This design comes from an exercise in tuning for small area on the open sky130 flow, not from production work.
Function was checked by simulation only, so behaviour that the tests miss may differ from the original.
Power and IR drop assume default switching activity.

==> design/flow/design.v <==
module rs30x_cmd #(
    parameter MAX_PAYLOAD = 64
) (
    input  wire        clk,
    input  wire        rst,
    input  wire        dat_we,
    input  wire [5:0]  dat_idx,
    input  wire [7:0]  dat_wdata,
    input  wire        cmd_valid,
    input  wire [3:0]  cmd_op,
    input  wire [7:0]  cmd_id,
    input  wire [7:0]  cmd_addr,
    input  wire [7:0]  cmd_len,
    input  wire [15:0] cmd_arg,
    input  wire [15:0] cmd_time,
    output reg         busy,
    output reg         dir,
    output wire        tx_valid,
    output wire [7:0]  tx_data,
    input  wire        tx_ready,
    input  wire        drained,
    input  wire        rx_valid,
    input  wire [7:0]  rx_data,
    output wire        rx_ready,
    input  wire        rx_timeout,
    output reg         err_cs,
    output reg         err_to,
    output reg         err_cmd,
    output reg  [2:0]  lasterr_code,
    output reg  [7:0]  lasterr_info,
    output reg         rd_valid,
    output reg  [7:0]  rd_id,
    output reg  [7:0]  rd_flags,
    output reg  [7:0]  rd_addr,
    output reg  [7:0]  rd_len,
    output reg  [7:0]  rd_count,
    input  wire [5:0]  rd_sel,
    output wire [7:0]  rd_byte
);
    localparam TXBUF_BYTES = 7 + MAX_PAYLOAD + 1;
    localparam RXBUF_BYTES = 5 + MAX_PAYLOAD + 1;
    localparam OP_READ      = 4'd0;
    localparam OP_WRITE     = 4'd1;
    localparam OP_ROMCOMMIT = 4'd2;
    localparam OP_REBOOT    = 4'd3;
    localparam OP_FRESET    = 4'd4;
    localparam OP_SETID     = 4'd5;
    localparam OP_SETREV    = 4'd6;
    localparam OP_SETBAUD   = 4'd7;
    localparam OP_SETDELAY  = 4'd8;
    localparam OP_TORQUE    = 4'd9;
    localparam OP_MOVE      = 4'd10;
    localparam OP_RDSTAT    = 4'd11;
    localparam OP_RDANGLE   = 4'd12;
    localparam F_WRITE  = 8'h00;
    localparam F_READ   = 8'h0F;
    localparam F_RESET  = 8'h10;
    localparam F_REBOOT = 8'h20;
    localparam F_ROM    = 8'h40;
    localparam RESET_LEN = 8'hFF;
    localparam L_IDLE  = 3'd0;
    localparam L_TX    = 3'd1;
    localparam L_DRAIN = 3'd2;
    localparam L_HUNT1 = 3'd3;
    localparam L_HUNT2 = 3'd4;
    localparam L_BODY  = 3'd5;
    localparam L_CHECK = 3'd6;
    localparam E_CS  = 3'd1;
    localparam E_TO  = 3'd2;
    localparam E_CMD = 3'd5;
    reg [7:0]  cmd_data [0:MAX_PAYLOAD-1];    
    reg [7:0]  cmd_len_r;                     
    reg        cmd_is_read;
    reg [2:0]  lst;
    reg [8:0]  txi, txn;
    reg [8:0]  rxi, rxn;
    reg [7:0]  txbuf [0:TXBUF_BYTES-1];
    reg [7:0]  rxbuf [0:RXBUF_BYTES-1];
    reg [7:0]  rd_data [0:MAX_PAYLOAD-1];
    integer k, kd, ks;
    reg [7:0] f_flags, f_addr, f_len, f_count;
    reg [7:0] f_pl [0:3];       
    reg [8:0] f_plen;           
    reg       f_from_data;      
    reg       f_read;
    reg       op_bad;
    always @(*) begin
        f_flags     = F_WRITE;
        f_addr      = cmd_addr;
        f_len       = cmd_len;
        f_count     = 8'h01;
        f_plen      = 9'd0;
        f_from_data = 1'b0;
        f_read      = 1'b0;
        op_bad      = 1'b0;
        f_pl[0]     = cmd_arg[7:0];
        f_pl[1]     = 8'h00;
        f_pl[2]     = 8'h00;
        f_pl[3]     = 8'h00;
        case (cmd_op)
            OP_READ: begin
                f_flags = F_READ; f_count = 8'h00; f_read = 1'b1;
                op_bad  = (cmd_len > MAX_PAYLOAD);
            end
            OP_WRITE: begin
                f_plen = {1'b0, cmd_len}; f_from_data = 1'b1;
                op_bad = (cmd_len > MAX_PAYLOAD);
            end
            OP_ROMCOMMIT: begin
                f_flags = F_ROM; f_addr = 8'hFF; f_len = 8'h00; f_count = 8'h00;
            end
            OP_REBOOT: begin
                f_flags = F_REBOOT; f_addr = 8'hFF; f_len = 8'h00; f_count = 8'h00;
            end
            OP_FRESET: begin
                f_flags = F_RESET; f_addr = 8'hFF; f_len = RESET_LEN; f_count = 8'h00;
            end
            OP_SETID: begin
                f_addr = 8'h04; f_len = 8'h01; f_plen = 9'd1;
                op_bad = (cmd_arg[7:0] == 8'd0) || (cmd_arg[7:0] > 8'd127);
            end
            OP_SETREV: begin
                f_addr = 8'h05; f_len = 8'h01; f_plen = 9'd1;
                op_bad = (cmd_arg[7:0] > 8'd1);
            end
            OP_SETBAUD: begin
                f_addr = 8'h06; f_len = 8'h01; f_plen = 9'd1;
                op_bad = (cmd_arg[7:0] > 8'd11);
            end
            OP_SETDELAY: begin
                f_addr = 8'h07; f_len = 8'h01; f_plen = 9'd1;
                op_bad = (cmd_arg[7:0] > 8'd127);
            end
            OP_TORQUE: begin
                f_addr = 8'h24; f_len = 8'h01; f_plen = 9'd1;
                op_bad = (cmd_arg[7:0] > 8'd1);
            end
            OP_MOVE: begin
                f_addr = 8'h1E; f_len = 8'h04; f_plen = 9'd4;
                f_pl[1] = cmd_arg[15:8];
                f_pl[2] = cmd_time[7:0];
                f_pl[3] = cmd_time[15:8];
            end
            OP_RDSTAT: begin
                f_flags = F_READ; f_addr = 8'h04; f_len = 8'h04; f_count = 8'h00;
                f_read = 1'b1;
            end
            OP_RDANGLE: begin
                f_flags = F_READ; f_addr = 8'h2A; f_len = 8'h02; f_count = 8'h00;
                f_read = 1'b1;
            end
            default: op_bad = 1'b1;
        endcase
    end
    wire id_ok = ((cmd_id >= 8'd1) && (cmd_id <= 8'd127)) || (cmd_id == 8'd255);
    reg [7:0] enc_pl [0:MAX_PAYLOAD-1];
    reg [7:0] enc_cs;
    reg [7:0] enc_frame [0:TXBUF_BYTES-1];
    always @(*) begin
        for (k = 0; k < MAX_PAYLOAD; k = k + 1) begin
            if (f_from_data)
                enc_pl[k] = cmd_data[k];
            else if (k < 4)
                enc_pl[k] = f_pl[k];
            else
                enc_pl[k] = 8'h00;
        end
        enc_cs = cmd_id ^ f_flags ^ f_addr ^ f_len ^ f_count;
        for (k = 0; k < MAX_PAYLOAD; k = k + 1)
            if (k < {23'd0, f_plen})
                enc_cs = enc_cs ^ enc_pl[k];
        enc_frame[0] = 8'hFA;
        enc_frame[1] = 8'hAF;
        enc_frame[2] = cmd_id;
        enc_frame[3] = f_flags;
        enc_frame[4] = f_addr;
        enc_frame[5] = f_len;
        enc_frame[6] = f_count;
        for (k = 0; k <= MAX_PAYLOAD; k = k + 1) begin
            if (k < {23'd0, f_plen})
                enc_frame[7+k] = enc_pl[k];
            else if (k == {23'd0, f_plen})
                enc_frame[7+k] = enc_cs;
            else
                enc_frame[7+k] = 8'h00;
        end
    end
    reg [7:0] dec_xor;
    always @(*) begin
        dec_xor = 8'h00;
        for (kd = 0; kd < RXBUF_BYTES; kd = kd + 1)
            if (kd < {23'd0, rxn})
                dec_xor = dec_xor ^ rxbuf[kd];
    end
    wire dec_ok = (dec_xor == 8'h00);
    assign tx_valid = (lst == L_TX);
    assign tx_data  = txbuf[txi[6:0]];
    assign rx_ready = (lst == L_HUNT1) || (lst == L_HUNT2) || (lst == L_BODY);
    wire tx_fire = tx_valid && tx_ready;
    wire rx_fire = rx_ready && rx_valid;
    wire cmd_accept = cmd_valid && !busy && id_ok && !op_bad;
    always @(posedge clk) begin
        if (dat_we && !busy && !cmd_valid)
            cmd_data[dat_idx] <= dat_wdata;
    end
    always @(posedge clk) begin
        if (rst) begin
            busy         <= 1'b0;
            dir          <= 1'b0;
            lst          <= L_IDLE;
            txi          <= 9'd0;
            txn          <= 9'd0;
            rxi          <= 9'd0;
            rxn          <= 9'd0;
            err_cs       <= 1'b0;
            err_to       <= 1'b0;
            err_cmd      <= 1'b0;
            lasterr_code <= 3'd0;
            lasterr_info <= 8'd0;
            rd_valid     <= 1'b0;
        end else begin
            if (cmd_valid) begin
                if (busy) begin
                    err_cmd <= 1'b1; lasterr_code <= E_CMD; lasterr_info <= 8'd1;
                end else if (!id_ok) begin
                    err_cmd <= 1'b1; lasterr_code <= E_CMD; lasterr_info <= 8'd2;
                end else if (op_bad) begin
                    err_cmd <= 1'b1; lasterr_code <= E_CMD; lasterr_info <= 8'd3;
                end
            end
            case (lst)
                L_IDLE: begin
                    if (cmd_accept) begin
                        cmd_len_r   <= f_len;
                        cmd_is_read <= f_read;
                        for (ks = 0; ks < TXBUF_BYTES; ks = ks + 1)
                            txbuf[ks] <= enc_frame[ks];
                        txn  <= 9'd8 + f_plen;
                        txi  <= 9'd0;
                        busy <= 1'b1;
                        dir  <= 1'b1;
                        lst  <= L_TX;
                        if (f_read)
                            rd_valid <= 1'b0;
                    end
                end
                L_TX: begin
                    if (tx_fire) begin
                        txi <= txi + 9'd1;
                        if (txi == txn - 9'd1)
                            lst <= L_DRAIN;
                    end
                end
                L_DRAIN: begin
                    if (drained) begin
                        dir <= 1'b0;
                        if (cmd_is_read) begin
                            rxn <= 9'd6 + {1'b0, cmd_len_r};
                            rxi <= 9'd0;
                            lst <= L_HUNT1;
                        end else begin
                            busy <= 1'b0;
                            lst  <= L_IDLE;
                        end
                    end
                end
                L_HUNT1, L_HUNT2, L_BODY: begin
                    if (rx_fire) begin
                        case (lst)
                            L_HUNT1: if (rx_data == 8'hFD) lst <= L_HUNT2;
                            L_HUNT2: begin
                                if (rx_data == 8'hDF) begin
                                    lst <= L_BODY;
                                    rxi <= 9'd0;
                                end else if (rx_data != 8'hFD) begin
                                    lst <= L_HUNT1;
                                end
                            end
                            default: begin
                                rxbuf[rxi[6:0]] <= rx_data;
                                rxi <= rxi + 9'd1;
                                if (rxi == rxn - 9'd1)
                                    lst <= L_CHECK;
                            end
                        endcase
                    end else if (rx_timeout) begin
                        err_to       <= 1'b1;
                        lasterr_code <= E_TO;
                        lasterr_info <= (lst == L_BODY) ? 8'd1 : 8'd0;
                        busy         <= 1'b0;
                        lst          <= L_IDLE;
                    end
                end
                L_CHECK: begin
                    if (dec_ok) begin
                        rd_id    <= rxbuf[0];
                        rd_flags <= rxbuf[1];
                        rd_addr  <= rxbuf[2];
                        rd_len   <= rxbuf[3];
                        rd_count <= rxbuf[4];
                        for (ks = 0; ks < MAX_PAYLOAD; ks = ks + 1)
                            if (ks < {24'd0, cmd_len_r})
                                rd_data[ks] <= rxbuf[5+ks];
                        rd_valid <= 1'b1;
                        busy     <= 1'b0;
                        lst      <= L_IDLE;
                    end else begin
                        err_cs       <= 1'b1;
                        lasterr_code <= E_CS;
                        lasterr_info <= 8'd0;
                        lst          <= L_HUNT1;
                    end
                end
                default: lst <= L_IDLE;
            endcase
        end
    end
    assign rd_byte = rd_data[rd_sel];
endmodule
==> design/flow/run.sh <==
#!/bin/bash
# synth_recipe.tcl (not shown) runs the flow's synth.tcl, then flattens the netlist and writes it again
# the make line also repeats each setting of config.mk as NAME=value (left out here)
make -C /OpenROAD-flow-scripts/flow DESIGN_CONFIG=/design/flow/config.mk WORK_HOME=/design/flow/orfs CLKGATE_MAP_FILE= SYNTH_SCRIPT=/design/flow/synth_recipe.tcl finish
==> design/flow/config.mk <==
export PLATFORM = sky130hd
export DESIGN_NAME = rs30x_cmd
export DESIGN_NICKNAME = rs30x_cmd
export VERILOG_FILES = /design/flow/design.v
export SDC_FILE = /design/flow/constraint.sdc
export NUM_CORES = 4
export LEC_CHECK = 0
export CAP_MARGIN = 20
export CORE_MARGIN = 2
export CORE_UTILIZATION = 25
export PLACE_DENSITY = 0.35
export SLEW_MARGIN = 20
==> design/flow/constraint.sdc <==
create_clock -name core_clock -period 10.0 [get_ports {clk}]
set_input_delay 2.0000 -clock core_clock [delete_from_list [all_inputs] [get_ports {clk}]]
set_output_delay 2.0000 -clock core_clock [all_outputs]
set_load 0.01 [all_outputs]
==> metrics.csv <==
stage,metric,value,unit
power,p_leak,0.0389,uW
routing,final_antenna_net_count,0,
sta,tightest_slew,1.32,ns
floorplanning,die-area,402000,um^2
finish,finalInstanceArea,122000,um^2
synth,synthArstFlopShare,0,
setup_path,startpoint,cmd_op[0],
placement,port_buffers,170,
global_routing,grt_max_degree,97,
clock_network,clock_sinks,2230,
synth,yosys-mux-area-fraction,0.00738,
synth,synth.area.top_cells,"edfxtp_1, xnor2_1, nand2_1",
sta,fin_worst_skew,0.0623,ns
floorplanning,dieWidth,634,um
setup_path,cp.depth,20,
clock_network,cts_resized,0,
routing,wire_per_inst,57.8,um
setup_path,crit_type,in2reg,
setup_path,critPathTopFamily,XOR/XNOR gates,
setup_path,cp_slowest_cell,xnor2_1,
floorplanning,die_y,634,um
finish,syn_to_final_growth,22.5,%
synth,synth_top_family_by_area,compound AO/OA/AOI/OAI gates,
global_routing,antenna_found_initial,128,
routing,drc_errors,0,
synth,synth_top_area_frac,0.658,
clock_network,clk_latency,1.02,ns
setup_path,r2r_slack,1.81,ns
synth,synth.avg_cell_area,13.1,um^2
clock_network,cts-root-buf,clkbuf_16,
routing,drt_iter0_markers,11900,
sta,drv_slew,0,
clock_network,clkTransAtPathRegs,0.07,ns
placement,gp_congestion,1.08,
sta,rsz0062_at_grt,false,
setup_path,path_common_cell,xnor2_1,
floorplanning,num_rows,231,
power,ir_drop,0.000245,V
global_routing,grt_pass1_wl,974,mm
sta,min_period_over_period,0.924,
routing,dr.pass1.iters,6,
floorplanning,core_area,396000,um^2
clock_network,hold_buffers,0,
setup_path,worstPathRequired,10.65,ns
placement,dpl.hpwl,629,mm
placement,place_area,112000,um^2
setup_path,crit_end,txbuf[41][1],
synth,synth-simple-area-share,0.0988,
setup_path,crit_path_end_kind,flip-flop,
global_routing,grt_usage,0.392,
routing,dr_total_vias,79000,
sta,post-route-min-period,9.24,ns
synth,synth_cell_types,113,
setup_path,crit_chain,"clkdlybuf4s50_1, buf_4, nor4b_4, nand2_1, inv_1, ha_1, a21boi_0, o21ai_0, and2_1, nand2_1, xor2_1, xnor2_1, xnor2_1, xnor2_1, xnor2_1, xnor2_1, xnor3_1, xnor2_2, buf_12, o21ai_0",
clock_network,cts_buffers,285,
setup_path,critical_path_buf_inv_count,4,
flow_run,timing.max_cap.violations,0,
synth,synth_edf_count,2174,
floorplanning,start_util,0.251,
clock_network,cts_tree,done,
routing,routed_via_density,5.70,
synth,synthAdderAreaFrac,0.00338,
setup_path,critPathLaunchType,input port,
sta,relSlewSlack,0.110,
synth,synth-warning-count,6,
setup_path,crit_fanout,28,
hold_path,hold_path_class,reg2reg,
clock_network,clk_path_buf_depth,4,
synth,syn-num-nets,7687,
synth,syn_area,99200,um^2
sta,finalHoldViolCount,0,
setup_path,critPathMaxStageDelay,1.08,ns
clock_network,post-cts-setup-buffer-count,0,
synth,synth_compound_area_frac,0.118,
finish,post-route-util,0.307,
floorplanning,io_pins,171,
sta,holdWs,0.437,ns
global_routing,grt_pass1_vias,74600,
sta,max_freq,0.108,GHz
finish,fin_nets,8454,
synth,synthFlopType,edfxtp_1,
setup_path,reg2regPathDepth,17,
clock_network,htree_levels,5,
power,power_density,220,nW/um^2
synth,ys_ff_latch,2230,
routing,routed_wl,802,mm
status,outcome,timing/DRC/antenna clean,
setup_path,r2r_start,rxn[8],
setup_path,cp.arrival,9.89,ns
setup_path,reg2reg_to,rd_data[16][3],
sta,setup_viol_count_final,0,
synth,syn-instance-count,7577,
finish,drive_gt1_frac,0.158,
synth,synth-xor-area-share,0.0879,
synth,ys_seq_area_frac,0.669,
sta,fin_tns_setup,0,ns
global_routing,grt_overflow,0,
synth,synth_top_area_cell,edfxtp_1,
-- cell families after synthesis --
group | count (synthesis)
and+or+nand+nor | 2216
xor gates and xnor gates | 900
adders and majority gates | 30
AOI/OAI and AO/OA | 1767
muxes | 73
DFF | 2230
buffers and inverters | 361
-- flip-flops by register name (all words and copies together) (netlist names), 3 cells and up --
signal,cells
lasterr_info,8
rxi,9
rd_flags,8
cmd_len_r,8
cmd_data,512
rxbuf,560
rd_data,512
rd_id,8
rd_len,8
rd_count,8
rxn,9
lasterr_code,3
txi,9
lst,3
txn,9
txbuf,541
rd_addr,8
-- per-layer routing --
metal | GRT usage | part of all wire
met1 | 0.431 | 0.35
met3 | 0.0593 | 0.059
met4 | 0.408 | 0.13
met5 | 0.000242 | 0.00017
met2 | 0.631 | 0.46
-- cells in the final DEF (no fill, tap or decap), drive strengths merged, types with 22 or more instances in the layout --
cell | synthesis | final
dfxtp | 56 | 56
nand3b | 22 | 22
xnor3 | 57 | 57
xnor2 | 633 | 633
nand4 | 96 | 96
clkdlybuf4s50 | 0 | 152
and2 | 29 | 29
clkbuf | 193 | 361
buf | 123 | 643
a22o | 161 | 161
inv | 44 | 57
o22ai | 38 | 38
mux2i | 72 | 72
o31ai | 27 | 27
nand3 | 231 | 231
a211oi | 41 | 41
nor2b | 28 | 28
nand2 | 1059 | 1059
a221oi | 161 | 161
edfxtp | 2174 | 2174
bufinv | 0 | 22
a21oi | 181 | 181
nor3 | 56 | 56
nor4 | 38 | 38
nand2b | 29 | 29
diode | 0 | 52
or3 | 26 | 26
o21ai | 703 | 703
a31oi | 48 | 48
xor2 | 209 | 209
nor2 | 511 | 511
clkinv | 1 | 103
a22oi | 221 | 221
-- worst reg2reg max path, delay by kind of cell (launching register included) --
| family | cells | cell delay [ns] |
|---|---|---|
| buffers and inverters | 4 | 1.37 |
| xor gates and xnor gates | 5 | 2.60 |
| DFF | 1 | 0.47 |
| AOI/OAI and AO/OA | 2 | 1.30 |
| and+or+nand+nor | 5 | 1.86 |
| muxes | 1 | 0.27 |
-- power breakdown --
part           switching, uW  internal, uW
clock network           4540          6020
logic                   4170          1500
registers                172         10300
-- metrics by stage --
stage	worst slack (ns)	cells	total power, uW
final	0.758	13900	26700
after global placement	-0.0369	13300	16200
after floorplan	-2.32	7577	12700
after detailed placement	0.0750	13300	16200
after global routing	0.785	13800	27000
after CTS	1.09	13800	26700
-- worst min-delay path by stage --
stage                  from              to  depth (start not counted)
6_report        rxbuf[7][7]   rd_data[2][7]                          0
5_1_grt        rxbuf[60][1]  rd_data[55][1]                          0
4_1_cts        rxbuf[17][4]  rd_data[12][4]                          0
3_5_place_dp   rxbuf[49][3]  rd_data[44][3]                          0
3_3_place_gp   rxbuf[17][2]  rd_data[12][2]                          0
2_1_floorplan  rxbuf[19][2]  rd_data[14][2]                          0
-- area by class of cell --
class                      instances  area, um^2
timing repair buffer             796        6830
multi-input combinational       4986       32300
clock buffer                     360        7660
tap                             5242        6560
clock inverter                   148        1460
antenna                           52         130
sequential                      2230       66400
inverter                          45         169
fill                           40000      274000
-- cell usage after synthesis (28+ instances only) --
master / number
a21oi_1: 155
nand2b_1: 29
nor2_1: 509
a31oi_1: 47
inv_1: 43
o22ai_1: 38
nor4_1: 36
a22oi_1: 221
buf_1: 40
nor2b_1: 28
dfxtp_1: 56
o21ai_1: 43
mux2i_1: 72
nand3_1: 231
o21ai_0: 659
a211oi_1: 40
xnor2_1: 629
buf_2: 70
xnor3_1: 55
a22o_1: 161
a221oi_1: 161
nor3_1: 54
xor2_1: 209
nand2_1: 1059
and2_1: 29
edfxtp_1: 2174
clkbuf_1: 188
nand4_1: 96

[what the ideal ports hide]
The flow's constraints put no driver on any port. The routed layout listed below was extracted and timed again, unchanged, in two steps. Step 1, drivers: a clkbuf_16 drives clk and a buf_2 each remaining input, both assumed. Step 2 moves the port delays by t, midway between the first and last clock arrival at a register: inputs arrive t later, outputs are due t later. That takes back most of the time a late clock gives input paths. Slacks: ideal ports / drivers / drivers and shift; pairs: ideal ports / drivers.
shift t [ns]: 1.102
setup slack, ns: 0.758 / 0.841 / -0.260
worst setup path after step 2: input to register
worst register clock-pin slew, ns: 0.07 / 0.07
cell pins on the clock port's net: 1
Met with ideal ports but missed after step 2: setup timing in this run. The setup slack of this run moves by +0.083 ns with the drivers and by -1.018 ns with both steps.
